What follows belongs to an exercise in optimizing a design on an open flow for small area and few clock cycles; a production flow would make more cautious choices. RTL that was checked went through simulation tests only; none was proved equivalent to the original. For runs 1 and 2, only the layout was checked, not whether the RTL still works. No activity file was given, so power comes from the tool's default toggle rates.

<file path="flow/design.v">
module pff_raster (
    input  wire        clk,
    input  wire        rst,
    input  wire        cmd_valid,
    input  wire [31:0] cmd_data,
    output wire        cmd_ready,
    output wire        tok_valid,
    output wire        tok_cmd,
    output wire [7:0]  tok_byte,
    output wire        tok_last,
    input  wire        tok_ready,
    input  wire        err_clear,
    output wire        err,
    output wire [3:0]  err_code,
    output wire [31:0] err_cmd
);
    localparam S_HDR = 3'd0, S_W1 = 3'd1, S_W2 = 3'd2, S_SET = 3'd3,
               S_EMIT = 3'd4, S_ERR = 3'd5;
    reg [2:0]  state;
    reg [3:0]  seq;          
    reg [3:0]  hty;
    reg [16:0] hlo;
    reg [15:0] gx, gy;       
    reg [15:0] fw, fh;       
    reg        gz;           
    reg [15:0] X, Y, X1, Y1;
    reg [16:0] XB, YB;
    reg [16:0] E;            
    reg [2:0]  k;            
    reg        step, xmaj, lastf, swx, nrow;
    wire [3:0] ty  = hty;
    wire t_geom    = (ty == 4'b0001);
    wire t_pixel   = (ty == 4'b1000);
    wire t_fill    = (ty == 4'b1001);
    wire t_line    = (ty == 4'b1010);
    wire t_rect    = (ty == 4'b1011);
    wire t_circ    = (ty == 4'b1100);
    wire filled    = hlo[16];
    wire fillmode  = t_fill | ((t_rect | t_circ) & filled);   
    wire rowsmode  = t_fill | (t_rect & filled);              
    wire outline   = t_rect & !filled;
    wire [7:0] in_op = cmd_data[31:24];
    reg        in_legal;
    always @(*) begin
        case (in_op)
            8'h00, 8'h01: in_legal = (cmd_data[23:0]  == 24'd0);
            8'h10, 8'h11, 8'h12: in_legal = (cmd_data[23:16] == 8'd0);
            8'h13, 8'h14: in_legal = (cmd_data[23:17] == 7'd0);
            default: in_legal = 1'b0;
        endcase
    end
    assign cmd_ready = (state == S_HDR) || (state == S_W1) || (state == S_W2);
    wire take = cmd_valid && cmd_ready;
    assign err = (state == S_ERR);
    assign err_code = err ? ((k[1:0] == 2'd0) ? 4'd2 : (k[1:0] == 2'd1) ? 4'd4 : 4'd5) : 4'd0;
    assign err_cmd  = {Y[15:13] & {3{k[2]}}, hty[3], Y[11] & k[2], hty[2:0], Y[7:1] & {7{k[2]}}, hlo};
    wire emit = (state == S_EMIT);
    wire set  = (state == S_SET);
    wire eqx = (X == X1);
    wire eqy = (Y == Y1);
    wire seq_x = (seq >= 4'd1) && (seq <= 4'd4);     
    wire seq_y = (seq >= 4'd6) && (seq <= 4'd9);     
    wire c_kend = filled ? (k[1:0] == 2'd3) : (k == 3'd7);
    localparam A_X = 3'd0, A_X1 = 3'd1, A_Y = 3'd2, A_Y1 = 3'd3, A_E = 3'd4, A_0 = 3'd5, A_C = 3'd6;
    localparam B_0 = 3'd0, B_GX = 3'd1, B_GY = 3'd2, B_XB = 3'd3, B_YB = 3'd4;
    reg [2:0] asel, bsel;
    reg       aext, bext, binv, bcin;
    wire      mj_y = !xmaj;
    wire      n_xb = XB[16], n_yb = YB[16];
    wire      n_mj = xmaj ? n_xb : n_yb;
    wire      n_mn = xmaj ? n_yb : n_xb;
    wire      k_mid = (k == 3'd1) || (k == 3'd2) || (k == 3'd5) || (k == 3'd6);
    reg       c_offy, c_neg;
    always @(*) begin
        if (seq_y) begin
            if (filled) begin c_offy = ~k[1]; c_neg = k[0]; end
            else        begin c_offy = ~k_mid; c_neg = k[2]; end
        end else begin
            if (filled) begin c_offy = k[1]; c_neg = (seq == 4'd1) || (seq == 4'd2); end
            else        begin c_offy = k_mid; c_neg = (k == 3'd2) || (k == 3'd3) || (k == 3'd4) || (k == 3'd5); end
        end
    end
    always @(*) begin
        asel = A_0; bsel = B_0; aext = 1'b0; bext = 1'b0; binv = 1'b0; bcin = 1'b0;
        if (!set && !emit) begin
            asel = A_C; aext = 1'b1;
            if (!(t_circ && state == S_W2)) bsel = B_GX;
        end else if (set) begin
            if (t_pixel) begin
                asel = A_Y; bsel = B_GY; aext = 1'b1;
            end else if (t_fill) begin
                case (seq[2:0])
                    3'd0: begin asel = A_X1; binv = 1'b1; end           
                    3'd1: begin asel = A_Y1; binv = 1'b1; end           
                    3'd2: begin asel = A_X1; bsel = B_GX; end           
                    3'd3: begin asel = A_Y1; bsel = B_GY; end
                    3'd4: bsel = B_GX;
                    default: bsel = B_GY;
                endcase
            end else if (t_circ) begin
                case (seq[2:0])
                    3'd0: begin asel = A_Y; bsel = B_GY; aext = 1'b1; end     
                    3'd1: asel = A_X;                                         
                    3'd2: begin asel = A_Y; bsel = B_XB; binv = 1'b1; bcin = 1'b1; end
                    3'd3: begin asel = A_Y; bsel = B_XB; end
                    3'd4: begin asel = A_Y1; bsel = B_XB; binv = 1'b1; bcin = 1'b1; end
                    3'd5: begin asel = A_Y1; bsel = B_XB; end
                    3'd6: begin bsel = B_XB; binv = 1'b1; end                 
                    default: ;                                                
                endcase
            end else begin    
                case (seq)
                    4'd0: begin asel = A_Y;  bsel = B_GY; aext = 1'b1; end
                    4'd1: begin asel = A_Y1; bsel = B_GY; aext = 1'b1; end
                    4'd2: begin asel = A_X1; bsel = B_XB; binv = 1'b1; bcin = 1'b1; end
                    4'd3: begin asel = A_Y1; bsel = B_YB; binv = 1'b1; bcin = 1'b1; end
                    default: begin
                        if (t_line) begin
                            case (seq)
                                4'd4: begin bsel = B_XB; bext = 1'b1; binv = n_xb; bcin = n_xb; end
                                4'd5: begin asel = A_E; bsel = B_YB; bext = 1'b1; binv = ~n_yb; bcin = ~n_yb; end
                                4'd6: begin bsel = mj_y ? B_YB : B_XB; bext = 1'b1; binv = n_mj; bcin = n_mj; end
                                default: begin asel = A_E; bsel = mj_y ? B_XB : B_YB; bext = 1'b1; binv = ~n_mn; bcin = ~n_mn; end
                            endcase
                        end else begin    
                            case (seq)
                                4'd4:  asel = swx ? A_X1 : A_X;
                                4'd5:  begin if (swx) bsel = B_XB; else asel = A_X1; end
                                4'd6:  asel = A_X;
                                4'd7:  asel = nrow ? A_Y1 : A_Y;
                                4'd8:  begin if (nrow) bsel = B_YB; else asel = A_Y1; end
                                default: asel = A_Y;
                            endcase
                        end
                    end
                endcase
            end
        end else if (seq_x || seq_y) begin            
            if (t_circ) begin
                asel = seq_y ? A_Y1 : A_Y;
                bsel = c_offy ? B_YB : B_XB;
                binv = c_offy ? c_neg : ~c_neg; bcin = c_neg;
            end else if (seq_y)
                asel = (seq[3] && rowsmode) ? A_Y1 : A_Y;
            else
                asel = (seq[2] || seq[1] && seq[0]) && fillmode ? A_X1 : A_X;
        end else if (seq == 4'd12) begin              
            asel = (fillmode && !eqx) ? A_X : A_Y;
            bcin = 1'b1;
        end else if (seq == 4'd11) begin
            if (t_line) begin                         
                asel = A_E; bsel = mj_y ? B_XB : B_YB; bext = 1'b1; binv = ~n_mn; bcin = ~n_mn;
            end else
                bsel = B_XB;                          
        end else if (t_line) begin
            case (seq)
                4'd0:  begin                          
                    asel = A_E;
                    if (E[16]) begin bsel = mj_y ? B_YB : B_XB; bext = 1'b1; binv = n_mj; bcin = n_mj; end
                end
                4'd5:  begin asel = A_X; binv = n_xb; bcin = ~n_xb; end
                default: begin asel = A_Y; binv = n_yb; bcin = ~n_yb; end
            endcase
        end else if (t_circ) begin
            case (seq)
                4'd0: begin
                    if (k == 3'd0) begin bsel = B_XB; bcin = step; end        
                    else begin asel = A_E; bcin = k[1] ? step : xmaj; end
                end
                4'd5: begin
                    asel = A_E;
                    if (k == 3'd0) begin bsel = B_YB; bcin = 1'b1; end                
                    else begin bsel = step ? B_XB : B_0; bext = 1'b1; bcin = step; end   
                end
                default: begin                                                       
                    if (c_kend) begin bsel = B_YB; bcin = 1'b1; end                   
                    else begin asel = A_E; bcin = (k == 3'd0) || step; end
                end
            endcase
        end else begin                                
            if (seq == 4'd5) begin
                if (!lastf) begin asel = A_X; bcin = 1'b1; end
                else if (k[1:0] == 2'd2) asel = A_X1;
                else bsel = B_XB;
            end else begin
                if (!lastf) begin asel = A_Y; bcin = 1'b1; end
                else if (k[1:0] == 2'd0) asel = A_Y1;
                else bsel = B_YB;
            end
        end
    end
    reg [16:0] ra;
    reg [16:0] mb;
    always @(*) begin
        case (asel)
            A_X:  ra = {aext & X[15], X};
            A_X1: ra = {aext & X1[15], X1};
            A_Y:  ra = {aext & Y[15], Y};
            A_Y1: ra = {aext & Y1[15], Y1};
            A_E:  ra = E;
            A_C:  ra = {aext & cmd_data[15], cmd_data[15:0]};
            default: ra = 17'd0;
        endcase
        case ((gz && (bsel == B_GX || bsel == B_GY)) ? B_0 : bsel)
            B_GX: mb = {1'b0, gx};
            B_GY: mb = {1'b0, gy};
            B_XB: mb = XB;
            B_YB: mb = YB;
            default: mb = 17'd0;
        endcase
    end
    wire [16:0] rb = {bext & mb[16], mb[15:0]} ^ {17{binv}};
    wire [16:0] R  = ra + rb + {16'd0, bcin};
    wire        r_ok = !R[16];
    wire        ceq = (~XB[15:0] == YB[15:0]);
    wire        c_fin = lastf || (step && ceq);
    reg  [7:0]  tb;
    reg         tc, tl;
    always @(*) begin
        tc = 1'b0; tl = 1'b0; tb = R[15:8];
        case (seq)
            4'd0:  begin tc = 1'b1; tb = 8'h2A; tl = 1'b1; end
            4'd2, 4'd7: tb = R[7:0];
            4'd4, 4'd9: begin tb = R[7:0]; tl = 1'b1; end
            4'd5:  begin tc = 1'b1; tb = 8'h2B; tl = 1'b1; end
            4'd10: begin tc = 1'b1; tb = 8'h2C; tl = 1'b1; end
            4'd11: tb = hlo[15:8];
            4'd12: begin tb = hlo[7:0]; tl = !fillmode || eqx; end
            default: ;
        endcase
    end
    assign tok_valid = emit;
    assign tok_cmd   = tc;
    assign tok_byte  = tb;
    assign tok_last  = tl;
    wire row_more  = fillmode && !eqx;
    wire rows_more = rowsmode && !eqy;
    wire rect_end  = emit && tok_ready && (seq == 4'd12) && !row_more && !rows_more;
    always @(posedge clk) begin
        if (rst) begin
            state <= S_HDR;
            gz <= 1'b1;
        end else begin
            case (state)
                S_HDR: if (take) begin
                    hty <= {cmd_data[28], cmd_data[26:24]};
                    hlo <= cmd_data[16:0];
                    Y <= cmd_data[31:16];
                    seq <= 4'd0;
                    nrow <= 1'b0;
                    lastf <= 1'b0; swx <= gz;
                    X1 <= fw; Y1 <= fh;
                    if (!in_legal) begin
                        k <= 3'b100; state <= S_ERR;
                    end else if (in_op == 8'h00)
                        state <= S_HDR;
                    else if (in_op == 8'h11)
                        state <= S_SET;
                    else
                        state <= S_W1;
                end
                S_W1: if (take) begin
                    if (t_geom) begin
                        fw <= cmd_data[15:0]; fh <= cmd_data[31:16]; gz <= 1'b0;
                        state <= S_W2;
                    end else begin
                        X <= R[15:0]; XB <= R;
                        Y <= cmd_data[31:16];
                        if (!r_ok) lastf <= 1'b1;
                        state <= t_pixel ? S_SET : S_W2;
                    end
                end
                S_W2: if (take) begin
                    k <= 3'd0;
                    step <= 1'b0;
                    if (t_geom) begin
                        gx <= cmd_data[15:0]; gy <= cmd_data[31:16];
                        state <= S_HDR;
                    end else if (t_circ) begin
                        XB <= {1'b0, R[15:0]};
                        if (cmd_data[31:16] != 16'd0) begin k <= {1'b0, 2'd0}; state <= S_ERR; end
                        else state <= S_SET;
                    end else begin
                        X1 <= R[15:0]; Y1 <= cmd_data[31:16];
                        if (!r_ok) lastf <= 1'b1;
                        state <= S_SET;
                    end
                end
                S_SET: begin
                    seq <= seq + 4'd1;
                    if (t_pixel) begin
                        Y <= R[15:0];
                        if (!r_ok || lastf) begin k <= {1'b0, 2'd2}; state <= S_ERR; end
                        else begin state <= S_EMIT; seq <= 4'd0; end
                    end else if (t_fill) begin
                        case (seq[2:0])
                            3'd0: begin X1 <= R[15:0]; if (R[16]) swx <= 1'b1; end    
                            3'd1: begin Y1 <= R[15:0]; if (R[16]) swx <= 1'b1; end
                            3'd2: begin X1 <= R[15:0]; if (!r_ok) lastf <= 1'b1; end
                            3'd3: begin
                                Y1 <= R[15:0];
                                if (swx) begin k <= {1'b0, 2'd1}; state <= S_ERR; end
                                else if (!r_ok || lastf) begin k <= {1'b0, 2'd2}; state <= S_ERR; end
                            end
                            3'd4: begin X <= R[15:0]; XB <= R; end
                            default: begin Y <= R[15:0]; begin state <= S_EMIT; seq <= 4'd0; end end
                        endcase
                    end else if (t_circ) begin
                        if (!seq[2] || seq[2:0] == 3'd4) begin
                            if (!r_ok) lastf <= 1'b1;
                        end
                        case (seq[2:0])
                            3'd0: Y1 <= R[15:0];
                            3'd1: Y <= R[15:0];
                            3'd5: if (!r_ok || lastf) begin k <= {1'b0, 2'd2}; state <= S_ERR; end
                            3'd6: begin XB <= {1'b1, R[15:0]}; E <= {R[16], R[16:1]}; xmaj <= R[0]; end
                            3'd7: begin YB <= R; begin state <= S_EMIT; seq <= 4'd0; end end
                            default: ;
                        endcase
                    end else if (seq <= 4'd1) begin
                        if (seq[0]) Y1 <= R[15:0];
                        else begin Y <= R[15:0]; YB <= R; end
                        if (!r_ok) lastf <= 1'b1;
                        if (seq[0] && (!r_ok || lastf)) begin k <= {1'b0, 2'd2}; state <= S_ERR; end
                    end else if (t_line) begin
                        case (seq)
                            4'd2: XB <= R;
                            4'd3: YB <= R;
                            4'd4: E <= R;
                            4'd5: xmaj <= !R[16];
                            4'd6: E <= {R[16], R[16:1]};
                            default: begin E <= R; state <= S_EMIT; seq <= 4'd0; end
                        endcase
                    end else begin    
                        case (seq)
                            4'd2: swx <= R[16];
                            4'd3: begin
                                nrow <= R[16];
                                if (!swx && !R[16]) begin state <= S_EMIT; seq <= 4'd0; end
                            end
                            4'd4: X <= R[15:0];
                            4'd5: X1 <= R[15:0];
                            4'd6: XB <= R;
                            4'd7: Y <= R[15:0];
                            4'd8: Y1 <= R[15:0];
                            default: begin YB <= R; nrow <= 1'b0; state <= S_EMIT; seq <= 4'd0; end
                        endcase
                    end
                end
                S_EMIT: if (tok_ready) begin
                    if (seq != 4'd12) seq <= seq + 4'd1;
                    else if (row_more || rows_more) seq <= 4'd11;
                    else seq <= 4'd0;
                    if (seq == 4'd12) begin
                        if (row_more) X <= R[15:0];
                        else if (rows_more) Y <= R[15:0];
                        nrow <= !row_more && rows_more;
                    end
                    if (seq == 4'd11 && nrow) X <= R[15:0];
                    if (t_line) begin
                        case (seq)
                            4'd0: begin lastf <= eqx && eqy; step <= E[16]; E <= R; end
                            4'd5: if (xmaj || step) X <= R[15:0];
                            4'd10: if (!xmaj || step) Y <= R[15:0];
                            4'd11: E <= R;
                            default: ;
                        endcase
                    end
                    if (outline) begin
                        case (seq)
                            4'd0: lastf <= k[1] ? eqy : eqx;
                            4'd5: if (lastf || !k[1]) X <= R[15:0];
                            4'd10: if (lastf || k[1]) Y <= R[15:0];
                            default: ;
                        endcase
                    end
                    if (t_circ) begin
                        case (seq)
                            4'd0: begin
                                if (k == 3'd0) begin
                                    XB <= {1'b1, R[15:0]};
                                    step <= !E[16] || (E[15:1] == 15'h7FFF);    
                                end else if (k == 3'd1 || k == 3'd2)
                                    E <= R;
                                if (k == 3'd2) xmaj <= ~xmaj;
                            end
                            4'd2: X <= R[15:0];
                            4'd4: X1 <= R[15:0];
                            4'd5: begin
                                if (k[2:1] == 2'b00) E <= R;
                                lastf <= ceq;
                            end
                            4'd10: begin
                                if (c_kend) YB <= {1'b0, R[15:0]};
                                else if (k[2:1] == 2'b00) E <= R;
                            end
                            default: ;
                        endcase
                    end
                    if (rect_end) begin
                        if (t_circ) k <= c_kend ? 3'd0 : k + 3'd1;
                        if (outline && lastf) k[1:0] <= k[1:0] + 2'd1;
                        if (t_pixel || fillmode && !t_circ ||
                            t_line && lastf ||
                            outline && lastf && (k[1:0] == 2'd3) ||
                            t_circ && c_kend && c_fin)
                            state <= S_HDR;
                    end
                end
                S_ERR: if (err_clear) state <= S_HDR;
                default: state <= S_HDR;
            endcase
        end
    end
endmodule
</file>
<file path="flow/flow/run.sh">
#!/bin/bash
# The standard layout (standard.sh) with two changes: the input and output
# ports get sky130 buf_1 buffers (the standard buffer_ports picks a larger
# delay cell), and the clock tree is built from clkbuf_16 sink clusters of up
# to 24 flip-flops without dummy loads. make's full output goes to
# standard.log in the work folder; ORFS keeps each step's log under orfs/logs.
set -euo pipefail
export BUFFER_PORTS_ARGS="-buffer_cell sky130_fd_sc_hd__buf_1"
export CTS_ARGS="-sink_clustering_enable -repair_clock_nets -dont_use_dummy_load -sink_clustering_size 24 -sink_clustering_max_diameter 80 -buf_list sky130_fd_sc_hd__clkbuf_16"
bash standard.sh > standard.log 2>&1
</file>
<file path="flow/standard.sh">
#!/bin/bash
# synth_recipe.tcl (not shown) runs the flow's synth.tcl, then flattens the netlist and writes it again
# the make line also repeats each setting of config.mk as NAME=value (left out here)
make -C /OpenROAD-flow-scripts/flow DESIGN_CONFIG=/design/flow/config.mk WORK_HOME=/design/flow/orfs CLKGATE_MAP_FILE= SYNTH_SCRIPT=/design/flow/synth_recipe.tcl "${@:-finish}"
</file>
<file path="flow/config.mk">
export PLATFORM = sky130hd
export DESIGN_NAME = pff_raster
export DESIGN_NICKNAME = pff_raster
export VERILOG_FILES = /design/flow/design.v
export SDC_FILE = /design/flow/constraint.sdc
export NUM_CORES = 4
export LEC_CHECK = 0
export ABC_AREA = 1
export CAP_MARGIN = 20
export CORE_MARGIN = 2
export CORE_UTILIZATION = 40
export PLACE_DENSITY = 0.6
export SLEW_MARGIN = 20
</file>
<file path="flow/constraint.sdc">
create_clock -name core_clock -period 11.0 [get_ports {clk}]
set_input_delay 2.2000 -clock core_clock [delete_from_list [all_inputs] [get_ports {clk}]]
set_output_delay 2.2000 -clock core_clock [all_outputs]
set_load 0.01 [all_outputs]
</file>
==> results.py, run 1 <==
metrics = {
    "run_status": {
        "outcome": "timing/DRC/antenna clean",
    },
    "power": {
        "p_leak_nw": 6.76,
        "peakVddDrop_v": 0.000132,
        "power_mw": 4.40,
        "p_per_area_nw_per_um2": 270,
    },
    "detailed_routing": {
        "post_drt_via_cell_ratio": 6.30,
        "via_count": 15200,
        "final_antenna_net_count": 0,
        "drc": 0,
        "post_drt_wl_per_cell_um": 27.9,
        "first_pass_iters": 6,
        "wl_um": 67200,
        "drt_iter0_drc": 2099,
    },
    "synthesis": {
        "syn_inst": 1871,
        "synth-edff-count": 212,
        "synth_top_cell_by_area": "edfxtp_1",
        "netlist_area_um2": 15000,
        "synth-async-reset-ratio_pct": 0,
        "yosysTopAreaCellShare_pct": 42.6,
        "syn_avg_cell_area_um2": 7.99,
        "synth_ff_type": "edfxtp_1",
        "netlist-cell-type-count": 59,
        "yosysWarningCount": 1,
        "synth-seq-area-share_pct": 43.1,
        "ys_ff_latch": 216,
        "synth_area_leaders": "edfxtp_1 (43%), nand2_1 (11%), inv_1 (6.0%), nor2_1 (4.3%), o21ai_0 (4.2%)",
        "syn-num-nets": 1939,
    },
    "placed_design": {
        "gp_congestion": 1.06,
        "numPortBuffers": 84,
        "hpwl_um": 51500,
    },
    "global_route": {
        "grt_pass1_vias": 14200,
        "track_usage_pct": 34.4,
        "antenna_found_initial": 1,
        "grt_pass1_wl_um": 97300,
        "grt_overflow": 0,
        "grt_max_degree": 37,
    },
    "floorplanning": {
        "dieArea_um2": 38900,
        "die_x_um": 197,
        "initial_utilization_pct": 40.7,
        "die_h_um": 197,
        "num_rows": 70,
        "ios": 86,
        "core_region_area_um2": 36700,
    },
    "worst_setup_path": {
        "critical_path.max_fanout": 16,
        "cp.arrival_ns": 8.06,
        "crit_type": "flip-flop to output port",
        "worstPathRequired_ns": 8.80,
        "endpoint_kind": "output port",
        "cpMostUsedCell": "nand2_1",
        "max_stage_delay_ns": 0.66,
        "critPathLaunchType": "flip-flop",
        "crit_path_top_delay_cell": "edfxtp_1",
    },
    "clock_tree": {
        "cts_buffer_depth": 3,
        "path_clk_slew_ns": 0.05,
        "cts_tree": "built",
        "cts_root_buffer": "clkbuf_16",
        "cts_resized": 0,
        "cts_made_buffers": 18,
        "clkSinkCount": 216,
        "clock_latency_ns": 0.54,
        "htree_levels": 1,
        "post_cts_buffers": 0,
        "ctsHoldBuffers": 0,
    },
    "timing": {
        "rsz0062_at_grt": "false",
        "hold_violations": 0,
        "relSlewSlack_pct": 22.3,
        "finalCriticalPeriod_ns": 10.26,
        "tightest_slew_ns": 1.15,
        "max_clock_freq_ghz": 0.0975,
        "slew_viol_final": 0,
        "period_share_pct": 93.2,
        "setup_violations": 0,
        "holdWs_ns": 0.526,
        "totalNegativeSetupSlack_ns": 0,
        "fin_skew_ns": 0.0611,
    },
    "finish": {
        "multi_input_area_um2": 7260,
        "n_fill_cell": 3693,
        "diodes": 0,
        "drive_above_1_share_pct": 7.21,
        "nets": 2011,
        "areaGrowthSynthToFinish_pct": 9.05,
        "register_area_um2": 6450,
    },
    "flow_run": {
        "cap_violations": 0,
    },
    "worst_hold_path": {
        "hp-class": "flip-flop to flip-flop",
    },
}
## cell usage in the layout (no fill, tap or decap), types with 15 or more instances in the layout
cell type / synthesis / final
nand2_1: 432 / 432
inv_1: 241 / 241
edfxtp_1: 212 / 212
nor2_1: 172 / 167
o21ai_0: 125 / 124
nand3_1: 97 / 97
buf_1: 6 / 84
a21oi_1: 79 / 79
xor2_1: 44 / 44
buf_4: 5 / 34
nor3_1: 30 / 30
o211ai_1: 29 / 29
ha_1: 29 / 29
a221oi_1: 28 / 28
nand4_1: 26 / 26
o221ai_1: 25 / 25
o22ai_1: 22 / 22
a22oi_1: 20 / 20
clkbuf_16: 0 / 18
inv_2: 17 / 17
nor2_4: 12 / 15
## metrics by stage
step	utilization [%]	cells	setup WS (ns)	area, µm²
final	44.4	2409	0.744	16300
after global routing	44.4	2409	0.283	16300
after CTS	44.4	2409	1.02	16300
after detailed placement	43.2	2391	1.57	15900
after global placement	43.2	2391	1.70	15900
after floorplan	-	1871	2.98	15000
## report_power, final
| part | leakage, nW | total [mW] | internal (mW) | switching (mW) |
|---|---|---|---|---|
| Sequential | 1.97 | 1.37 | 1.20 | 0.171 |
| Combinational | 4.57 | 2.44 | 0.628 | 1.81 |
| Clock | 0.222 | 0.593 | 0.289 | 0.304 |
| Total | 6.76 | 4.40 | 2.12 | 2.28 |
## Yosys cell counts, drive strengths merged, types with 3 or more instances
cell type  number
a2111oi         9
a211oi         14
a21oi          81
a221oi         28
a22oi          20
a31oi          13
a32o           12
buf            27
clkbuf         39
clkinv          3
dfxtp           4
edfxtp        212
ha             29
inv           261
nand2         447
nand3         105
nand4          26
nor2          193
nor3           30
nor4           17
o2111ai         8
o211ai         29
o21ai         134
o21bai          3
o221ai         25
o22ai          22
o31ai           5
o32ai           3
or2             9
xor2           44
## worst max-delay path: cells and delay by family, from the launching register on
kind	cells	cell delay [ns]
flops	1	0.66
compound gates	7	1.23
buf+inv	4	1.35
xor+xnor	1	0.20
simple gates	21	2.69
fa+ha+maj	3	1.40
## worst paths after layout
check | start | end | slack, ns | cells past startpoint
min reg2reg | state[2] | state[2] | 0.53 | 2
max | seq[0] | tok_byte[6] | 0.74 | 36
max reg2reg | seq[0] | k[2] | 3.04 | 27
min | state[2] | state[2] | 0.53 | 2
## cell type report
| class | instances | area share, % |
|---|---|---|
| inverter | 264 | 6.12 |
| timing repair buffer | 118 | 3.50 |
| multi-input combinational | 1325 | 44.5 |
| tap | 468 | 3.59 |
| sequential | 216 | 39.5 |
| clock buffer | 18 | 2.76 |
## cell families (layout without fill, tap and decap cells)
kind of cell | Yosys count | after routing | synth area share, %
and+or+nand+nor | 832 | 832 | 24.6
DFF | 216 | 216 | 43.1
buffers and inverters | 330 | 400 | 8.80
AOI/OAI and AO/OA | 416 | 416 | 18.1
muxes | 1 | 1 | 0.0753
adders and majority gates | 31 | 31 | 2.69
other | 1 | 1 | 0.0251
xor gates and xnor gates | 44 | 44 | 2.58
## state kept, by name (all words and copies together) (netlist names), 16 cells and up
register  cells
X            16
YB           17
X1           16
gx           16
XB           17
gy           16
Y1           16
hlo          17
fw           16
fh           16
E            17
Y            16
## layer usage
metal | GRT usage, % | share of wire (%) | routed length [µm] | up-vias
met5 | 0 | 0 | 0 | -
met4 | 12.4 | 3.8 | 2580 | 0
met1 | 50.7 | 43 | 28900 | 7321
met3 | 7.38 | 12 | 8190 | 151
li1 | - | - | - | 6635
met2 | 49.4 | 41 | 27500 | 1068
==> run 2, diff against run 1 <==
==> flow/flow/run.sh (replaced) <==
#!/bin/bash
set -euo pipefail
rm -rf scripts_abc
cp -r "$FLOW_HOME/scripts" scripts_abc
cp flow/abc_area.script scripts_abc/abc_area.script
export SCRIPTS_DIR="$PWD/scripts_abc"
export BUFFER_PORTS_ARGS="-buffer_cell sky130_fd_sc_hd__buf_1"
export CTS_ARGS="-sink_clustering_enable -repair_clock_nets -dont_use_dummy_load -sink_clustering_size 30 -sink_clustering_max_diameter 100 -buf_list sky130_fd_sc_hd__clkbuf_16"
bash standard.sh > standard.log 2>&1
==> flow/flow/abc_area.script (new file) <==
&get -n
&st
&dch -f
&nf -R 1000 -p
&st
&dch -f
&nf -R 1000 -p
&st
&dch -f
&nf -R 1000 -p
&st
&dch -f
&nf -R 1000 -p
&st
&dch -f
&nf -R 1000 -p
&put
--- a/flow/config.mk
+++ b/flow/config.mk
@@ -6,8 +6,8 @@
 export NUM_CORES = 4
 export LEC_CHECK = 0
 export ABC_AREA = 1
-export CAP_MARGIN = 20
+export CAP_MARGIN = 10
 export CORE_MARGIN = 2
 export CORE_UTILIZATION = 40
 export PLACE_DENSITY = 0.6
-export SLEW_MARGIN = 20
+export SLEW_MARGIN = 10
==> results.py, run 2 <==
metrics = {
    "run_status": {
        "outcome": "timing/DRC/antenna clean",
    },
    "placed_design": {
        "hpwl_um": 43600,
        "gp_congestion": 1.08,
        "dpl_cell_area_um2": 14700,
        "numPortBuffers": 84,
        "pre_cts_ws_ns": 1.28,
    },
    "floorplanning": {
        "dieArea_um2": 34500,
        "num_rows": 66,
        "die_x_um": 186,
        "ios": 86,
        "core_region_area_um2": 32500,
        "die_h_um": 186,
        "initial_utilization_pct": 40.6,
    },
    "timing": {
        "tightest_slew_ns": 1.11,
        "fin_ws_ns": 0.545,
        "slew_viol_final": 0,
        "fin_skew_ns": 0.100,
        "holdWs_ns": 0.534,
        "setup_violations": 0,
        "finalCriticalPeriod_ns": 10.45,
        "hold_violations": 0,
        "max_clock_freq_ghz": 0.0957,
        "totalNegativeSetupSlack_ns": 0,
        "relSlewSlack_pct": 26.0,
        "rsz0062_at_grt": "false",
        "period_share_pct": 95.0,
    },
    "detailed_routing": {
        "wl_met2_um": 26800,
        "drc": 0,
        "first_pass_iters": 12,
        "met1_length_um": 22100,
        "wl_um": 58400,
        "post_drt_wl_per_cell_um": 29.9,
        "top_layer": "met4",
        "via_count": 13100,
        "wl_met3_um": 4920,
        "final_antenna_net_count": 0,
        "post_drt_via_cell_ratio": 6.69,
        "drt_iter0_drc": 2110,
    },
    "synthesis": {
        "yosysWarningCount": 1,
        "synth_ff_type": "edfxtp_1",
        "synth_top_cell_by_area": "edfxtp_1",
        "synth-edff-count": 212,
        "netlist-cell-type-count": 57,
        "synth-async-reset-ratio_pct": 0,
        "synth-seq-area-share_pct": 48.8,
        "synth.top_cells.by_count": "edfxtp_1 (212), nand2_1 (184), nor2_1 (130)",
        "syn-num-nets": 1419,
        "yosysTopAreaCellShare_pct": 48.2,
        "ys_ff_latch": 216,
        "syn_inst": 1351,
        "synth_area_leaders": "edfxtp_1 (48%), nand2_1 (5.2%), a21oi_1 (4.1%), o21ai_0 (4.1%), nor2_1 (3.7%)",
        "synth.most_common_cell": "edfxtp_1",
        "syn_avg_cell_area_um2": 9.78,
        "netlist_area_um2": 13200,
    },
    "worst_setup_path": {
        "max_stage_delay_ns": 0.56,
        "crit_type": "flip-flop to output port",
        "reg2regPathDepth": 38,
        "critical_path.max_fanout": 16,
        "rrSetupSlack_ns": 1.43,
        "cp.arrival_ns": 8.25,
        "crit_path_top_delay_cell": "a211oi_1",
        "worstPathRequired_ns": 8.80,
        "rr_endpoint": "k[1]",
        "critPathLaunchType": "flip-flop",
        "crit_end": "tok_byte[6]",
        "startpoint": "hty[3]",
        "timing.rr.start": "hty[3]",
        "cpMostUsedCell": "a21oi_1",
        "endpoint_kind": "output port",
    },
    "clock_tree": {
        "ctsHoldBuffers": 0,
        "cts_resized": 0,
        "htree_levels": 1,
        "cts_root_buffer": "clkbuf_16",
        "cts_made_buffers": 13,
        "cts_tree": "built",
        "post_cts_buffers": 0,
        "clkSinkCount": 216,
        "clock_latency_ns": 0.52,
        "path_clk_slew_ns": 0.11,
        "cts_buffer_depth": 3,
    },
    "global_route": {
        "antenna_found_initial": 0,
        "grt_pass1_vias": 12600,
        "grt_max_degree": 43,
        "track_usage_pct": 33.7,
        "grt_pass1_wl_um": 84200,
        "grt_overflow": 0,
    },
    "finish": {
        "drive_above_1_share_pct": 6.28,
        "stdcell_area_um2": 15000,
        "diodes": 0,
        "areaGrowthSynthToFinish_pct": 13.3,
        "final_cell_mix": "edfxtp_1 (212), nand2_1 (184), nor2_1 (128)",
        "n_fill_cell": 3156,
        "layout_commonest_cell": "edfxtp_1",
        "nets": 1582,
        "register_area_um2": 6450,
        "multi_input_area_um2": 6630,
    },
    "power": {
        "power_mw": 3.75,
        "p_leak_nw": 5.07,
        "peakVddDrop_v": 0.000139,
        "p_per_area_nw_per_um2": 250,
    },
    "flow_run": {
        "cap_violations": 0,
    },
    "worst_hold_path": {
        "hp-class": "flip-flop to flip-flop",
    },
}
[run 2: changes by cell type in the layout (fill, tap and decap cells not counted), moves of 22 or more]
cell,change
xnor2_1,+31
inv_1,-241
a222oi_1,+37
buf_4,+32
nor2_1,-39
a21oi_1,+30
a22oi_1,+22
nand2_1,-248
clkinv_1,+54
nand3_1,-55
[run 2: critical path: cells and delay by family (launching register included)]
kind,cells,cell delay [ns]
XOR/XNOR,1,0.18
adder cells (fa/ha/maj),2,0.93
flip-flops,1,0.46
buffers and inverters,5,1.12
AO/OA/AOI/OAI,16,2.99
AND/OR/NAND/NOR,11,2.01
[run 2: how the worst min path moves through the flow]
| stage | startpoint | end | slack, ns | cells after the start |
|---|---|---|---|---|
| 3_3_place_gp | fh[0] | Y1[0] | 0.50 | 2 |
| 5_1_grt | fw[3] | X1[3] | 0.55 | 1 |
| 3_5_place_dp | fh[0] | Y1[0] | 0.50 | 2 |
| 4_1_cts | fh[0] | Y1[0] | 0.53 | 2 |
| 2_1_floorplan | gz | gz | 0.48 | 2 |
| 6_report | fw[1] | X1[1] | 0.53 | 1 |
[run 2: final cells by class]
class | instances | share of cell area, %
clock buffer | 13 | 2.17
inverter | 57 | 1.43
multi-input combinational | 1076 | 44.2
sequential | 216 | 43.0
tap | 442 | 3.69
timing repair buffer | 150 | 5.41
[run 2: kinds of logic (layout without fill, tap and decap cells)]
kind of cell / count (synthesis) / count (layout) / share of synthesized area (%)
other cells: 1 / 1 / 0.0284
xor+xnor: 54 / 54 / 3.58
compound gates: 469 / 469 / 23.9
buf+inv: 59 / 220 / 1.73
mux: 23 / 23 / 1.89
simple gates: 498 / 498 / 17.0
fa+ha+maj: 31 / 31 / 3.05
flops: 216 / 216 / 48.8
[run 2: metal layers]
layer / vias up / global-route usage (%)
li1: 5637 / -
met2: 913 / 54.1
met5: - / 0
met1: 6305 / 42.4
met4: 0 / 22.6
met3: 216 / 4.46
[run 2: per-stage QoR]
stage,cells,util (%)
6_report,1954,46.0
5_1_grt,1954,46.0
4_1_cts,1954,46.0
3_5_place_dp,1941,45.0
3_3_place_gp,1941,45.0
2_1_floorplan,1351,-
[run 2: power breakdown]
| part | switching (mW) | internal [mW] |
|---|---|---|
| clock network | 0.274 | 0.213 |
| registers | 0.197 | 1.19 |
| logic | 1.29 | 0.586 |
| total | 1.76 | 1.99 |
==> run 3, diff against run 2 <==
--- a/flow/design.v
+++ b/flow/design.v
@@ -24,7 +24,7 @@
     reg [15:0] fw, fh;       
     reg        gz;           
     reg [15:0] X, Y, X1, Y1;
-    reg [16:0] XB, YB;
+    reg [15:0] XB, YB;
     reg [16:0] E;            
     reg [2:0]  k;            
     reg        step, xmaj, lastf, swx, nrow;
@@ -66,7 +66,8 @@
     reg [2:0] asel, bsel;
     reg       aext, bext, binv, bcin;
     wire      mj_y = !xmaj;
-    wire      n_xb = XB[16], n_yb = YB[16];
+    wire      n_xb = swx, n_yb = nrow;
+    wire      sxb = t_circ | swx;      
     wire      n_mj = xmaj ? n_xb : n_yb;
     wire      n_mn = xmaj ? n_yb : n_xb;
     wire      k_mid = (k == 3'd1) || (k == 3'd2) || (k == 3'd5) || (k == 3'd6);
@@ -204,8 +205,8 @@
         case ((gz && (bsel == B_GX || bsel == B_GY)) ? B_0 : bsel)
             B_GX: mb = {1'b0, gx};
             B_GY: mb = {1'b0, gy};
-            B_XB: mb = XB;
-            B_YB: mb = YB;
+            B_XB: mb = {sxb, XB};
+            B_YB: mb = {nrow, YB};
             default: mb = 17'd0;
         endcase
     end
@@ -264,7 +265,7 @@
                         fw <= cmd_data[15:0]; fh <= cmd_data[31:16]; gz <= 1'b0;
                         state <= S_W2;
                     end else begin
-                        X <= R[15:0]; XB <= R;
+                        X <= R[15:0]; XB <= R[15:0];
                         Y <= cmd_data[31:16];
                         if (!r_ok) lastf <= 1'b1;
                         state <= t_pixel ? S_SET : S_W2;
@@ -277,7 +278,7 @@
                         gx <= cmd_data[15:0]; gy <= cmd_data[31:16];
                         state <= S_HDR;
                     end else if (t_circ) begin
-                        XB <= {1'b0, R[15:0]};
+                        XB <= R[15:0];
                         if (cmd_data[31:16] != 16'd0) begin k <= {1'b0, 2'd0}; state <= S_ERR; end
                         else state <= S_SET;
                     end else begin
@@ -302,7 +303,7 @@
                                 if (swx) begin k <= {1'b0, 2'd1}; state <= S_ERR; end
                                 else if (!r_ok || lastf) begin k <= {1'b0, 2'd2}; state <= S_ERR; end
                             end
-                            3'd4: begin X <= R[15:0]; XB <= R; end
+                            3'd4: begin X <= R[15:0]; XB <= R[15:0]; end
                             default: begin Y <= R[15:0]; begin state <= S_EMIT; seq <= 4'd0; end end
                         endcase
                     end else if (t_circ) begin
@@ -313,19 +314,19 @@
                             3'd0: Y1 <= R[15:0];
                             3'd1: Y <= R[15:0];
                             3'd5: if (!r_ok || lastf) begin k <= {1'b0, 2'd2}; state <= S_ERR; end
-                            3'd6: begin XB <= {1'b1, R[15:0]}; E <= {R[16], R[16:1]}; xmaj <= R[0]; end
-                            3'd7: begin YB <= R; begin state <= S_EMIT; seq <= 4'd0; end end
+                            3'd6: begin XB <= R[15:0]; E <= {R[16], R[16:1]}; xmaj <= R[0]; end
+                            3'd7: begin YB <= R[15:0]; begin state <= S_EMIT; seq <= 4'd0; end end
                             default: ;
                         endcase
                     end else if (seq <= 4'd1) begin
                         if (seq[0]) Y1 <= R[15:0];
-                        else begin Y <= R[15:0]; YB <= R; end
+                        else begin Y <= R[15:0]; YB <= R[15:0]; end
                         if (!r_ok) lastf <= 1'b1;
                         if (seq[0] && (!r_ok || lastf)) begin k <= {1'b0, 2'd2}; state <= S_ERR; end
                     end else if (t_line) begin
                         case (seq)
-                            4'd2: XB <= R;
-                            4'd3: YB <= R;
+                            4'd2: begin XB <= R[15:0]; swx <= R[16]; end
+                            4'd3: begin YB <= R[15:0]; nrow <= R[16]; end
                             4'd4: E <= R;
                             4'd5: xmaj <= !R[16];
                             4'd6: E <= {R[16], R[16:1]};
@@ -340,10 +341,10 @@
                             end
                             4'd4: X <= R[15:0];
                             4'd5: X1 <= R[15:0];
-                            4'd6: XB <= R;
+                            4'd6: XB <= R[15:0];
                             4'd7: Y <= R[15:0];
                             4'd8: Y1 <= R[15:0];
-                            default: begin YB <= R; nrow <= 1'b0; state <= S_EMIT; seq <= 4'd0; end
+                            default: begin YB <= R[15:0]; nrow <= 1'b0; state <= S_EMIT; seq <= 4'd0; end
                         endcase
                     end
                 end
@@ -354,9 +355,9 @@
                     if (seq == 4'd12) begin
                         if (row_more) X <= R[15:0];
                         else if (rows_more) Y <= R[15:0];
-                        nrow <= !row_more && rows_more;
+                        if (rowsmode) nrow <= !row_more && rows_more;
                     end
-                    if (seq == 4'd11 && nrow) X <= R[15:0];
+                    if (seq == 4'd11 && rowsmode && nrow) X <= R[15:0];
                     if (t_line) begin
                         case (seq)
                             4'd0: begin lastf <= eqx && eqy; step <= E[16]; E <= R; end
@@ -378,7 +379,7 @@
                         case (seq)
                             4'd0: begin
                                 if (k == 3'd0) begin
-                                    XB <= {1'b1, R[15:0]};
+                                    XB <= R[15:0];
                                     step <= !E[16] || (E[15:1] == 15'h7FFF);    
                                 end else if (k == 3'd1 || k == 3'd2)
                                     E <= R;
@@ -391,7 +392,7 @@
                                 lastf <= ceq;
                             end
                             4'd10: begin
-                                if (c_kend) YB <= {1'b0, R[15:0]};
+                                if (c_kend) YB <= R[15:0];
                                 else if (k[2:1] == 2'b00) E <= R;
                             end
                             default: ;
==> flow/flow/run.sh (replaced) <==
#!/bin/bash
set -euo pipefail
rm -rf scripts_abc
cp -r "$FLOW_HOME/scripts" scripts_abc
cp flow/abc_area.script scripts_abc/abc_area.script
export SCRIPTS_DIR="$PWD/scripts_abc"
export BUFFER_PORTS_ARGS="-buffer_cell sky130_fd_sc_hd__buf_1"
export CTS_ARGS="-sink_clustering_enable -repair_clock_nets -dont_use_dummy_load -sink_clustering_size 24 -sink_clustering_max_diameter 80 -buf_list sky130_fd_sc_hd__clkbuf_16"
bash standard.sh > standard.log 2>&1
--- a/flow/config.mk
+++ b/flow/config.mk
@@ -9,5 +9,6 @@
 export CAP_MARGIN = 10
 export CORE_MARGIN = 2
 export CORE_UTILIZATION = 40
+export GPL_TIMING_DRIVEN = 0
 export PLACE_DENSITY = 0.6
 export SLEW_MARGIN = 10
==> results.py, run 3 <==
metrics = {
    "run_status": {
        "outcome": "timing/DRC/antenna clean",
    },
    "floorplanning": {
        "die_x_um": 184,
        "initial_utilization_pct": 40.9,
        "ios": 86,
        "num_rows": 65,
        "core_region_area_um2": 31800,
        "die_h_um": 184,
        "dieArea_um2": 33900,
    },
    "detailed_routing": {
        "via_count": 12700,
        "post_drt_via_cell_ratio": 6.68,
        "post_drt_wl_per_cell_um": 28.7,
        "drt_iter0_drc": 2479,
        "final_antenna_net_count": 0,
        "wl_um": 54400,
        "drc": 0,
        "first_pass_iters": 7,
    },
    "placed_design": {
        "pre_cts_ws_ns": -0.994,
        "dpl_cell_area_um2": 14300,
        "hpwl_um": 40300,
        "numPortBuffers": 84,
        "gp_congestion": 0.962,
    },
    "worst_setup_path": {
        "crit_path_top_delay_cell": "edfxtp_1",
        "max_stage_delay_ns": 0.49,
        "endpoint_kind": "output port",
        "cpMostUsedCell": "a21oi_1",
        "critPathLaunchType": "flip-flop",
        "critical_path.max_fanout": 18,
        "cp.arrival_ns": 8.48,
        "worstPathRequired_ns": 8.80,
        "reg2regPathDepth": 38,
        "crit_type": "flip-flop to output port",
    },
    "timing": {
        "period_share_pct": 97.1,
        "rsz0062_at_grt": "false",
        "slew_viol_final": 0,
        "finalCriticalPeriod_ns": 10.68,
        "fin_ws_ns": 0.321,
        "tightest_slew_ns": 1.34,
        "fin_skew_ns": 0.0614,
        "max_clock_freq_ghz": 0.0936,
        "hold_violations": 0,
        "totalNegativeSetupSlack_ns": 0,
        "setup_violations": 0,
        "relSlewSlack_pct": 9.91,
    },
    "clock_tree": {
        "htree_levels": 1,
        "cts_buffer_depth": 3,
        "ctsHoldBuffers": 0,
        "cts_root_buffer": "clkbuf_16",
        "clock_latency_ns": 0.52,
        "path_clk_slew_ns": 0.09,
        "clkSinkCount": 214,
        "cts_made_buffers": 16,
        "cts_tree": "built",
    },
    "synthesis": {
        "synth_area_leaders": "edfxtp_1 (49%), nand2_1 (5.2%), a21oi_1 (4.7%), nor2_1 (4.4%), o21ai_0 (4.4%)",
        "syn_avg_cell_area_um2": 9.78,
        "syn-num-nets": 1397,
        "ys_ff_latch": 214,
        "netlist-cell-type-count": 59,
        "synth-async-reset-ratio_pct": 0,
        "synth-edff-count": 210,
        "yosysWarningCount": 1,
        "synth.most_common_cell": "edfxtp_1",
        "netlist_area_um2": 13000,
        "synth.top_cells.by_count": "edfxtp_1 (210), nand2_1 (180), nor2_1 (153)",
        "synth-seq-area-share_pct": 49.1,
        "synth_top_cell_by_area": "edfxtp_1",
        "yosysTopAreaCellShare_pct": 48.5,
        "synth_ff_type": "edfxtp_1",
        "syn_inst": 1329,
    },
    "worst_hold_path": {
        "min_path_cells": 1,
        "hp-class": "flip-flop to flip-flop",
    },
    "finish": {
        "reg.largest.list": "E x17, hlo x17",
        "stdcell_area_um2": 15000,
        "drive_above_1_share_pct": 7.72,
        "nets": 1533,
        "post-route-util_pct": 47.0,
        "diodes": 0,
        "final_cell_mix": "edfxtp_1 (210), nand2_1 (177), nor2_1 (138)",
        "layout_commonest_cell": "edfxtp_1",
        "areaGrowthSynthToFinish_pct": 15.1,
        "n_fill_cell": 3055,
    },
    "global_route": {
        "grt_pass1_vias": 11600,
        "antenna_found_initial": 1,
        "grt_overflow": 0,
        "grt_max_degree": 52,
        "grt_pass1_wl_um": 78900,
        "track_usage_pct": 31.6,
    },
    "power": {
        "power_mw": 4.24,
        "p_per_area_nw_per_um2": 284,
        "p_leak_nw": 4.93,
        "peakVddDrop_v": 0.000112,
    },
    "flow_run": {
        "cap_violations": 0,
    },
}
## run 3: cell count changes in the layout (fill, tap and decap cells not counted), moves of 7 or more
cell      change
a21oi_1      +10
a222oi_1     +18
nand2_1       -7
mux2_1        -7
nand3_1      -16
a22o_1       -16
a211o_1       +7
nor2_1       +10
clkinv_1      -9
a22oi_1      -30
buf_4        -47
nor3_1        -8
nor2_2        +7
## run 3: cells by family after synthesis
group | share of synthesized area (%)
AOI/OAI and AO/OA | 24.2
xor gates and xnor gates | 3.77
adders and majority gates | 3.10
buffers and inverters | 1.65
DFF | 49.1
muxes | 1.24
other | 0.0289
and+or+nand+nor | 16.9
## run 3: path summary, 6_finish.rpt
check,slack [ns],from,end
max,0.32,seq[0],tok_byte[4]
min,0.53,fh[2],Y1[2]
max reg2reg,0.74,seq[0],state[1]
min reg2reg,0.53,fh[2],Y1[2]
## run 3: layout make-up
class                           instances  area (µm²)  share of cell area, %
Buffer                                  2        15.0                  0.100
Inverter                               53         211                   1.41
Clock buffer                           16         400                   2.68
Tap cell                              435         544                   3.64
Sequential cell                       214        6390                   42.7
Multi-Input combinational cell       1060        6700                   44.8
Timing Repair Buffer                  118         701                   4.68
## run 3: worst max-delay path, delay by kind of cell (launching register included)
family,cells,cell delay [ns]
compound gates,16,3.59
mux,1,0.31
fa+ha+maj,3,1.25
xor+xnor,2,0.47
buf+inv,4,0.74
flops,1,0.49
simple gates,7,1.15
## run 3: repair_timing
| action | 4_1_cts | 5_1_grt |
|---|---|---|
| resized for setup | 27 | 20 |
| pin swaps | 2 | 2 |
| buffers inserted | 6 | 3 |
| setup endpoints to repair | 11 | 10 |
## run 3: through the flow
stage                     cells  hold WS (ns)
after floorplan            1329         0.477
after global placement     1848         0.509
after detailed placement   1873         0.511
after CTS                  1895         0.534
after global routing       1898         0.551
final                      1898         0.535
## run 3: metal layers
metal  global-route usage [%]  up-vias  share of wire [%]  wire length (µm)
li1                         -     5519                  -                 -
met1                     48.4     6217                 44             23700
met2                     46.5      893                 43             23200
met3                     6.72       56                 12              6750
met4                     5.02        0                1.5               820
met5                        0        -                  0                 0
## run 3: report_power, final
group	internal (mW)	total (mW)	leakage, nW	switching [mW]
sequential	1.22	1.43	1.95	0.206
combinational	0.717	2.27	2.78	1.56
clock	0.259	0.539	0.197	0.280
total	2.20	4.24	4.93	2.04
Testbench counts of run 3, summed over its fixed seeds: cycles 495,175.
==> run 4, diff against run 3 <==
--- a/flow/config.mk
+++ b/flow/config.mk
@@ -8,7 +8,7 @@
 export ABC_AREA = 1
 export CAP_MARGIN = 10
 export CORE_MARGIN = 2
-export CORE_UTILIZATION = 40
+export CORE_UTILIZATION = 55
 export GPL_TIMING_DRIVEN = 0
-export PLACE_DENSITY = 0.6
+export PLACE_DENSITY = 0.7
 export SLEW_MARGIN = 10
==> results.py, run 4 <==
metrics = {
    "run_status": {
        "outcome": "timing/DRC/antenna clean",
    },
    "clock_tree": {
        "ctsHoldBuffers": 0,
        "cts_buffer_depth": 3,
        "clkSinkCount": 214,
        "cts_tree": "built",
        "clock_latency_ns": 0.51,
        "htree_levels": 1,
        "path_clk_slew_ns": 0.10,
        "cts_made_buffers": 14,
        "cts_root_buffer": "clkbuf_16",
    },
    "finish": {
        "post-route-util_pct": 63.5,
        "reg.largest.list": "E x17, hlo x17",
        "fin_cells": 1787,
        "drive_above_1_share_pct": 8.04,
        "layout_commonest_cell": "edfxtp_1",
        "n_fill_cell": 1966,
        "final_cell_mix": "edfxtp_1 (210), nand2_1 (177), nor2_1 (138)",
        "multi_input_area_um2": 6690,
        "register_area_um2": 6390,
        "areaGrowthSynthToFinish_pct": 14.0,
        "diodes": 0,
        "nets": 1538,
    },
    "synthesis": {
        "syn_inst": 1329,
        "syn-num-nets": 1397,
        "synth_top_cell_by_area": "edfxtp_1",
        "netlist_area_um2": 13000,
        "synth-seq-area-share_pct": 49.1,
        "synth.most_common_cell": "edfxtp_1",
        "synth-async-reset-ratio_pct": 0,
        "syn_avg_cell_area_um2": 9.78,
        "synth-edff-count": 210,
        "synth.top_cells.by_count": "edfxtp_1 (210), nand2_1 (180), nor2_1 (153)",
        "netlist-cell-type-count": 59,
        "yosysWarningCount": 1,
        "ys_ff_latch": 214,
        "yosysTopAreaCellShare_pct": 48.5,
        "synth_area_leaders": "edfxtp_1 (49%), nand2_1 (5.2%), a21oi_1 (4.7%), nor2_1 (4.4%), o21ai_0 (4.4%)",
        "synth_ff_type": "edfxtp_1",
    },
    "timing": {
        "slew_viol_final": 0,
        "finalCriticalPeriod_ns": 10.57,
        "max_clock_freq_ghz": 0.0946,
        "rsz0062_at_grt": "false",
        "period_share_pct": 96.1,
        "hold_violations": 0,
        "tightest_slew_ns": 1.21,
        "relSlewSlack_pct": 19.3,
        "holdWs_ns": 0.543,
        "setup_violations": 0,
        "fin_skew_ns": 0.0526,
    },
    "detailed_routing": {
        "drc": 0,
        "final_antenna_net_count": 0,
        "post_drt_via_cell_ratio": 7.39,
        "via_count": 13200,
        "post_drt_wl_per_cell_um": 29.9,
        "drt_iter0_drc": 2526,
        "wl_um": 53400,
        "first_pass_iters": 10,
    },
    "floorplanning": {
        "die_x_um": 158,
        "initial_utilization_pct": 55.7,
        "ios": 86,
        "num_rows": 56,
        "dieArea_um2": 24900,
        "die_h_um": 158,
        "core_region_area_um2": 23300,
    },
    "worst_setup_path": {
        "critPathLaunchType": "flip-flop",
        "crit_type": "flip-flop to output port",
        "cpMostUsedCell": "a21oi_1",
        "timing.rr.start": "hty[2]",
        "rr_endpoint": "state[1]",
        "worstPathRequired_ns": 8.80,
        "max_stage_delay_ns": 0.61,
        "endpoint_kind": "output port",
        "rrSetupSlack_ns": 0.73,
        "critical_path.max_fanout": 17,
        "reg2regPathDepth": 34,
        "cp.arrival_ns": 8.37,
        "crit_path_top_delay_cell": "nor2b_1",
    },
    "worst_hold_path": {
        "min_delay_worst_endpoint": "X1[3]",
        "min_path_cells": 1,
        "min_from": "fw[3]",
        "hp-class": "flip-flop to flip-flop",
    },
    "placed_design": {
        "place_inst": 1760,
        "gp_congestion": 1.01,
        "hpwl_um": 39400,
        "numPortBuffers": 84,
    },
    "flow_run": {
        "cap_violations": 0,
    },
    "power": {
        "peakVddDrop_v": 0.000148,
        "power_mw": 4.24,
        "p_leak_nw": 4.95,
        "p_per_area_nw_per_um2": 286,
    },
    "global_route": {
        "grt_overflow": 0,
        "track_usage_pct": 42.0,
        "grt_max_degree": 52,
        "antenna_found_initial": 1,
        "grt_pass1_wl_um": 76700,
        "grt_pass1_vias": 12000,
    },
}
run 4: cells by family after synthesis:
group,count (synthesis),synth area share [%]
and+or+nand+nor,491,16.9
muxes,15,1.24
AOI/OAI and AO/OA,466,24.2
buffers and inverters,55,1.65
other,1,0.0289
DFF,214,49.1
adders and majority gates,31,3.10
xor gates and xnor gates,56,3.77
run 4: worst max path at each step:
stage / from / endpoint / slack, ns
detailed placement: seq[2] / tok_byte[4] / -1.20
floorplan: state[0] / tok_byte[4] / 0.51
CTS: seq[0] / tok_byte[5] / 0.05
global route: seq[0] / tok_byte[6] / 0.004
finish: hty[2] / tok_byte[5] / 0.43
global placement: state[0] / tok_byte[4] / -4.45
run 4: per-stage QoR:
stage / TNS [ns] / setup WS, ns / instance area (µm²)
finish: 0 / 0.429 / 14800
global route: 0 / 0.00406 / 14800
CTS: 0 / 0.0536 / 14700
detailed placement: -7.91 / -1.20 / 14200
global placement: -218.88 / -4.45 / 13700
floorplan: 0 / 0.509 / 13000
run 4: metal layers:
layer / track usage (%) / part of all wire [%] / up-vias
met5: 0 / 0 / -
met4: 11.4 / 3.0 / 0
li1: - / - / 5535
met3: 14.5 / 17 / 131
met1: 62.2 / 39 / 6327
met2: 58.2 / 41 / 1209
run 4: area by class of cell:
class | count | area share [%]
multi-input cells | 1060 | 45.2
clock buffers | 14 | 2.37
flip-flops and latches | 214 | 43.1
inverters | 53 | 1.40
plain buffers | 2 | 0.101
repair buffers | 125 | 5.15
well taps | 319 | 2.69
run 4: timing repair:
action,CTS,global route
setup buffers,7,5
endpoints found under the setup margin,14,11
resized for setup,21,30
pin swaps,3,2
run 4: critical path: cells and delay by family, from the launching register on:
| kind | cells | cell delay (ns) |
|---|---|---|
| adder cells (fa/ha/maj) | 1 | 0.26 |
| XOR/XNOR | 1 | 0.27 |
| AND/OR/NAND/NOR | 8 | 2.72 |
| flip-flops | 1 | 0.48 |
| AO/OA/AOI/OAI | 18 | 3.76 |
| buffers and inverters | 2 | 0.36 |
run 4: power breakdown:
group	switching [mW]	leakage, nW	internal (mW)
registers	0.210	1.95	1.22
clock network	0.274	0.173	0.228
logic	1.57	2.82	0.728
total	2.06	4.95	2.18
==> run 5, diff against run 4 <==
==> flow/flow/run.sh (replaced) <==
#!/bin/bash
set -euo pipefail
rm -rf scripts_abc
cp -r "$FLOW_HOME/scripts" scripts_abc
cp flow/abc_area.script scripts_abc/abc_area.script
export SCRIPTS_DIR="$PWD/scripts_abc"
export BUFFER_PORTS_ARGS="-buffer_cell sky130_fd_sc_hd__buf_1"
export CTS_ARGS="-sink_clustering_enable -repair_clock_nets -dont_use_dummy_load -sink_clustering_size 30 -sink_clustering_max_diameter 100 -buf_list sky130_fd_sc_hd__clkbuf_16"
bash standard.sh > standard.log 2>&1
==> results.py, run 5 <==
metrics = {
    "synthesis": {
        "synth_ff_type": "edfxtp_1",
        "synth_area_leaders": "edfxtp_1 (49%), nand2_1 (5.2%), a21oi_1 (4.7%), nor2_1 (4.4%), o21ai_0 (4.4%)",
        "syn-num-nets": 1397,
        "synth.most_common_cell": "edfxtp_1",
        "syn_inst": 1329,
        "synth-edff-count": 210,
        "netlist-cell-type-count": 59,
        "synth-async-reset-ratio_pct": 0,
        "ys_ff_latch": 214,
        "synth.top_cells.by_count": "edfxtp_1 (210), nand2_1 (180), nor2_1 (153)",
        "yosysWarningCount": 1,
        "yosysTopAreaCellShare_pct": 48.5,
        "netlist_area_um2": 13000,
        "synth-seq-area-share_pct": 49.1,
        "syn_avg_cell_area_um2": 9.78,
        "synth_top_cell_by_area": "edfxtp_1",
    },
    "timing": {
        "tightest_slew_ns": 1.27,
        "fin_skew_ns": 0.0429,
        "slew_viol_final": 0,
        "setup_violations": 0,
        "period_share_pct": 95.9,
        "totalNegativeSetupSlack_ns": 0,
        "rsz0062_at_grt": "false",
        "relSlewSlack_pct": 14.5,
        "holdWs_ns": 0.548,
        "finalCriticalPeriod_ns": 10.54,
        "fin_ws_ns": 0.455,
        "max_clock_freq_ghz": 0.0948,
        "hold_violations": 0,
    },
    "floorplanning": {
        "core_region_area_um2": 23300,
        "die_h_um": 158,
        "initial_utilization_pct": 55.7,
        "num_rows": 56,
        "dieArea_um2": 24900,
        "ios": 86,
        "die_x_um": 158,
    },
    "worst_setup_path": {
        "startpoint": "hty[2]",
        "crit_path_top_delay_cell": "nor2b_2",
        "crit_type": "flip-flop to output port",
        "critPathLaunchType": "flip-flop",
        "cp.arrival_ns": 8.34,
        "cpMostUsedCell": "a21oi_1",
        "max_stage_delay_ns": 0.79,
        "endpoint_kind": "output port",
        "critical_path.max_fanout": 16,
        "worstPathRequired_ns": 8.80,
        "timing.rr.start": "seq[1]",
    },
    "finish": {
        "stdcell_area_um2": 14700,
        "drive_above_1_share_pct": 7.52,
        "reg.largest.list": "E x17, hlo x17",
        "diodes": 0,
        "fin_cells": 1782,
        "layout_commonest_cell": "edfxtp_1",
        "n_fill_cell": 1974,
        "nets": 1533,
        "final_cell_mix": "edfxtp_1 (210), nand2_1 (177), nor2_1 (139)",
        "areaGrowthSynthToFinish_pct": 13.3,
        "post-route-util_pct": 63.1,
    },
    "flow_run": {
        "cap_violations": 0,
    },
    "clock_tree": {
        "htree_levels": 1,
        "cts_made_buffers": 11,
        "cts_buffer_depth": 3,
        "ctsHoldBuffers": 0,
        "cts_tree": "built",
        "clkSinkCount": 214,
        "cts_root_buffer": "clkbuf_16",
        "path_clk_slew_ns": 0.11,
        "clock_latency_ns": 0.48,
    },
    "placed_design": {
        "numPortBuffers": 84,
        "gp_congestion": 1.01,
        "pre_cts_ws_ns": -1.20,
        "dpl_cell_area_um2": 14200,
        "hpwl_um": 39400,
        "place_inst": 1760,
    },
    "power": {
        "p_per_area_nw_per_um2": 283,
        "peakVddDrop_v": 0.000209,
        "p_leak_nw": 4.91,
        "power_mw": 4.17,
    },
    "run_status": {
        "outcome": "timing/DRC/antenna clean",
    },
    "detailed_routing": {
        "post_drt_via_cell_ratio": 7.37,
        "wl_um": 53500,
        "post_drt_wl_per_cell_um": 30.0,
        "first_pass_iters": 10,
        "drt_iter0_drc": 2579,
        "drc": 0,
        "final_antenna_net_count": 0,
        "via_count": 13100,
    },
    "worst_hold_path": {
        "hp-class": "flip-flop to flip-flop",
        "min_from": "fw[3]",
    },
    "global_route": {
        "track_usage_pct": 41.9,
        "grt_pass1_wl_um": 76700,
        "grt_max_degree": 52,
        "grt_pass1_vias": 12000,
        "antenna_found_initial": 1,
        "grt_overflow": 0,
    },
}
-- run 5: cell count changes in the layout (fill, tap and decap cells not counted), sizes merged --
cell / change
clkbuf: -3
buf: -2
-- run 5: worst max-delay path: cells and delay by family, from the launching register on --
family | cells | cell delay, ns
adders and majority gates | 1 | 0.27
buffers and inverters | 2 | 0.36
AOI/OAI and AO/OA | 18 | 3.86
and+or+nand+nor | 6 | 2.67
xor gates and xnor gates | 1 | 0.26
DFF | 1 | 0.48
-- run 5: what timing repair did --
item / CTS / global route
gates cloned: 0 / 0
pin swaps: 3 / 2
endpoints found under the setup margin: 14 / 12
buffers inserted: 7 / 3
resized for setup: 22 / 29
-- run 5: per-layer routing --
layer / part of all wire [%] / track usage [%] / vias up
li1: - / - / 5516
met1: 39 / 62.5 / 6257
met2: 41 / 58.4 / 1212
met3: 18 / 13.4 / 143
met4: 3.3 / 11.5 / 0
met5: 0 / 0 / -
-- run 5: cell type report --
cell class	instances	area, µm²	share of cell area [%]
multi-input cells	1060	6690	45.4
flip-flops and latches	214	6390	43.4
repair buffers	123	748	5.08
well taps	319	399	2.71
clock buffers	11	275	1.87
inverters	53	208	1.41
plain buffers	2	15.0	0.102
-- run 5: final timing paths --
check | cells after the start | endpoint | slack, ns
max | 28 | tok_byte[5] | 0.46
min | 1 | X1[3] | 0.55
max reg2reg | 36 | state[1] | 0.73
min reg2reg | 1 | X1[3] | 0.55
-- run 5: power by group --
group	switching [mW]	total [mW]	internal [mW]
Sequential	0.209	1.43	1.22
Combinational	1.58	2.30	0.723
Clock	0.253	0.435	0.182
Total	2.04	4.17	2.13
-- run 5: logic make-up (layout without fill, tap and decap cells) --
| family | after synthesis | after routing | share of synthesized area (%) |
|---|---|---|---|
| AND/OR/NAND/NOR | 491 | 491 | 16.9 |
| adder cells (fa/ha/maj) | 31 | 31 | 3.10 |
| AO/OA/AOI/OAI | 466 | 466 | 24.2 |
| multiplexers | 15 | 15 | 1.24 |
| flip-flops | 214 | 214 | 49.1 |
| XOR/XNOR | 56 | 56 | 3.77 |
| buffers and inverters | 55 | 189 | 1.65 |
| other | 1 | 1 | 0.0289 |
==> run 6, diff against run 5 <==
--- a/flow/config.mk
+++ b/flow/config.mk
@@ -8,7 +8,7 @@
 export ABC_AREA = 1
 export CAP_MARGIN = 10
 export CORE_MARGIN = 2
-export CORE_UTILIZATION = 55
+export CORE_UTILIZATION = 40
 export GPL_TIMING_DRIVEN = 0
-export PLACE_DENSITY = 0.7
+export PLACE_DENSITY = 0.6
 export SLEW_MARGIN = 10
==> results.py, run 6 <==
metrics = {
    "placed_design": {
        "hpwl_um": 40300,
        "numPortBuffers": 84,
        "gp_congestion": 0.962,
        "place_inst": 1873,
        "dpl_cell_area_um2": 14300,
    },
    "synthesis": {
        "synth-edff-count": 210,
        "yosysTopAreaCellShare_pct": 48.5,
        "synth-async-reset-ratio_pct": 0,
        "synth-seq-area-share_pct": 49.1,
        "syn_inst": 1329,
        "ys_ff_latch": 214,
        "syn-num-nets": 1397,
        "synth.most_common_cell": "edfxtp_1",
        "synth_area_leaders": "edfxtp_1 (49%), nand2_1 (5.2%), a21oi_1 (4.7%), nor2_1 (4.4%), o21ai_0 (4.4%)",
        "syn_avg_cell_area_um2": 9.78,
        "synth.top_cells.by_count": "edfxtp_1 (210), nand2_1 (180), nor2_1 (153)",
        "yosysWarningCount": 1,
        "netlist_area_um2": 13000,
        "synth_ff_type": "edfxtp_1",
        "synth_top_cell_by_area": "edfxtp_1",
        "netlist-cell-type-count": 59,
    },
    "clock_tree": {
        "clkSinkCount": 214,
        "cts_tree": "built",
        "path_clk_slew_ns": 0.12,
        "clock_latency_ns": 0.50,
        "cts_root_buffer": "clkbuf_16",
        "cts_buffer_depth": 3,
        "cts_made_buffers": 12,
        "ctsHoldBuffers": 0,
        "htree_levels": 1,
    },
    "global_route": {
        "grt_max_degree": 52,
        "grt_pass1_vias": 11500,
        "track_usage_pct": 31.6,
        "grt_pass1_wl_um": 78800,
        "grt_overflow": 0,
        "antenna_found_initial": 0,
    },
    "power": {
        "p_per_area_nw_per_um2": 280,
        "power_mw": 4.16,
        "peakVddDrop_v": 0.0000999,
        "p_leak_nw": 4.88,
    },
    "worst_setup_path": {
        "reg2regPathDepth": 33,
        "cpMostUsedCell": "a21oi_1",
        "critPathLaunchType": "flip-flop",
        "max_stage_delay_ns": 0.62,
        "endpoint_kind": "output port",
        "crit_path_top_delay_cell": "nor3b_2",
        "critical_path.max_fanout": 29,
        "worstPathRequired_ns": 8.80,
        "crit_type": "flip-flop to output port",
        "cp.arrival_ns": 8.42,
    },
    "finish": {
        "stdcell_area_um2": 14900,
        "drive_above_1_share_pct": 7.40,
        "fin_cells": 1894,
        "n_fill_cell": 3076,
        "diodes": 0,
        "areaGrowthSynthToFinish_pct": 14.3,
        "layout_commonest_cell": "edfxtp_1",
        "nets": 1529,
        "final_cell_mix": "edfxtp_1 (210), nand2_1 (177), nor2_1 (138)",
        "reg.largest.list": "E x17, hlo x17",
    },
    "floorplanning": {
        "dieArea_um2": 33900,
        "die_h_um": 184,
        "num_rows": 65,
        "ios": 86,
        "initial_utilization_pct": 40.9,
        "die_x_um": 184,
        "core_region_area_um2": 31800,
    },
    "detailed_routing": {
        "post_drt_wl_per_cell_um": 28.7,
        "final_antenna_net_count": 0,
        "drt_iter0_drc": 2656,
        "first_pass_iters": 8,
        "post_drt_via_cell_ratio": 6.71,
        "drc": 0,
        "via_count": 12700,
        "wl_um": 54300,
    },
    "timing": {
        "totalNegativeSetupSlack_ns": 0,
        "fin_skew_ns": 0.0600,
        "max_clock_freq_ghz": 0.0942,
        "tightest_slew_ns": 1.33,
        "slew_viol_final": 0,
        "setup_violations": 0,
        "relSlewSlack_pct": 10.4,
        "rsz0062_at_grt": "false",
        "period_share_pct": 96.5,
        "finalCriticalPeriod_ns": 10.62,
        "hold_violations": 0,
    },
    "flow_run": {
        "cap_violations": 0,
    },
    "worst_hold_path": {
        "min_path_cells": 1,
        "hp-class": "flip-flop to flip-flop",
    },
    "run_status": {
        "outcome": "timing/DRC/antenna clean",
    },
}
[run 6: worst paths after layout]
check / from / end / slack (ns)
max reg2reg: hty[0] / state[1] / 0.72
max: hty[0] / tok_byte[4] / 0.38
min: fw[9] / X1[9] / 0.53
min reg2reg: fw[9] / X1[9] / 0.53
[run 6: kinds of logic after synthesis]
| group | synth area share (%) |
|---|---|
| AND/OR/NAND/NOR | 16.9 |
| AO/OA/AOI/OAI | 24.2 |
| flip-flops | 49.1 |
| XOR/XNOR | 3.77 |
| buffers and inverters | 1.65 |
| adder cells (fa/ha/maj) | 3.10 |
| multiplexers | 1.24 |
| other | 0.0289 |
[run 6: area by class of cell]
type / instances / area, µm² / area share [%]
Buffer: 2 / 15.0 / 0.101
Clock buffer: 12 / 300 / 2.02
Inverter: 53 / 211 / 1.42
Multi-Input combinational cell: 1060 / 6700 / 45.1
Sequential cell: 214 / 6390 / 43.0
Tap cell: 435 / 544 / 3.66
Timing Repair Buffer: 118 / 701 / 4.72
[run 6: power by group]
group	internal [mW]	switching, mW	leakage, nW
sequential	1.22	0.206	1.95
clock	0.197	0.266	0.148
combinational	0.716	1.55	2.78
[run 6: critical path: cells and delay by family, from the launching register on]
| kind | cells | cell delay [ns] |
|---|---|---|
| AOI/OAI and AO/OA | 13 | 2.74 |
| adders and majority gates | 2 | 0.96 |
| DFF | 1 | 0.57 |
| buffers and inverters | 2 | 0.33 |
| xor gates and xnor gates | 2 | 0.40 |
| and+or+nand+nor | 9 | 2.95 |
[run 6: through the flow]
step / hold slack [ns] / worst slack (ns) / utilization (%)
3_3_place_gp: 0.509 / -4.74 / 43.6
6_report: 0.535 / 0.380 / 46.7
3_5_place_dp: 0.511 / -0.994 / 45.1
4_1_cts: 0.542 / 0.0398 / 46.4
2_1_floorplan: 0.477 / 0.509 / -
5_1_grt: 0.560 / 0.0636 / 46.7
[run 6: what timing repair did]
action                                  in CTS  in global routing
resized for setup                           27                 21
cloned                                       0                  0
pin swaps                                    2                  2
buffers inserted                             6                  3
endpoints found under the setup margin      11                 10
[run 6: metal layers]
layer | up-vias | wire length (µm) | global-route usage, %
met3 | 65 | 6670 | 6.84
met2 | 932 | 23100 | 45.9
met1 | 6197 | 23600 | 48.7
li1 | 5510 | - | -
met5 | - | 0 | 0
met4 | 0 | 912 | 4.96

Check on run 6: ideal ports give 0.380 ns setup slack; a clkbuf_16 on the clock port and buf_2 on the inputs give 0.326 ns; moving port delays by the midpoint clock arrival (0.522 ns) as well gives 0.715 ns.
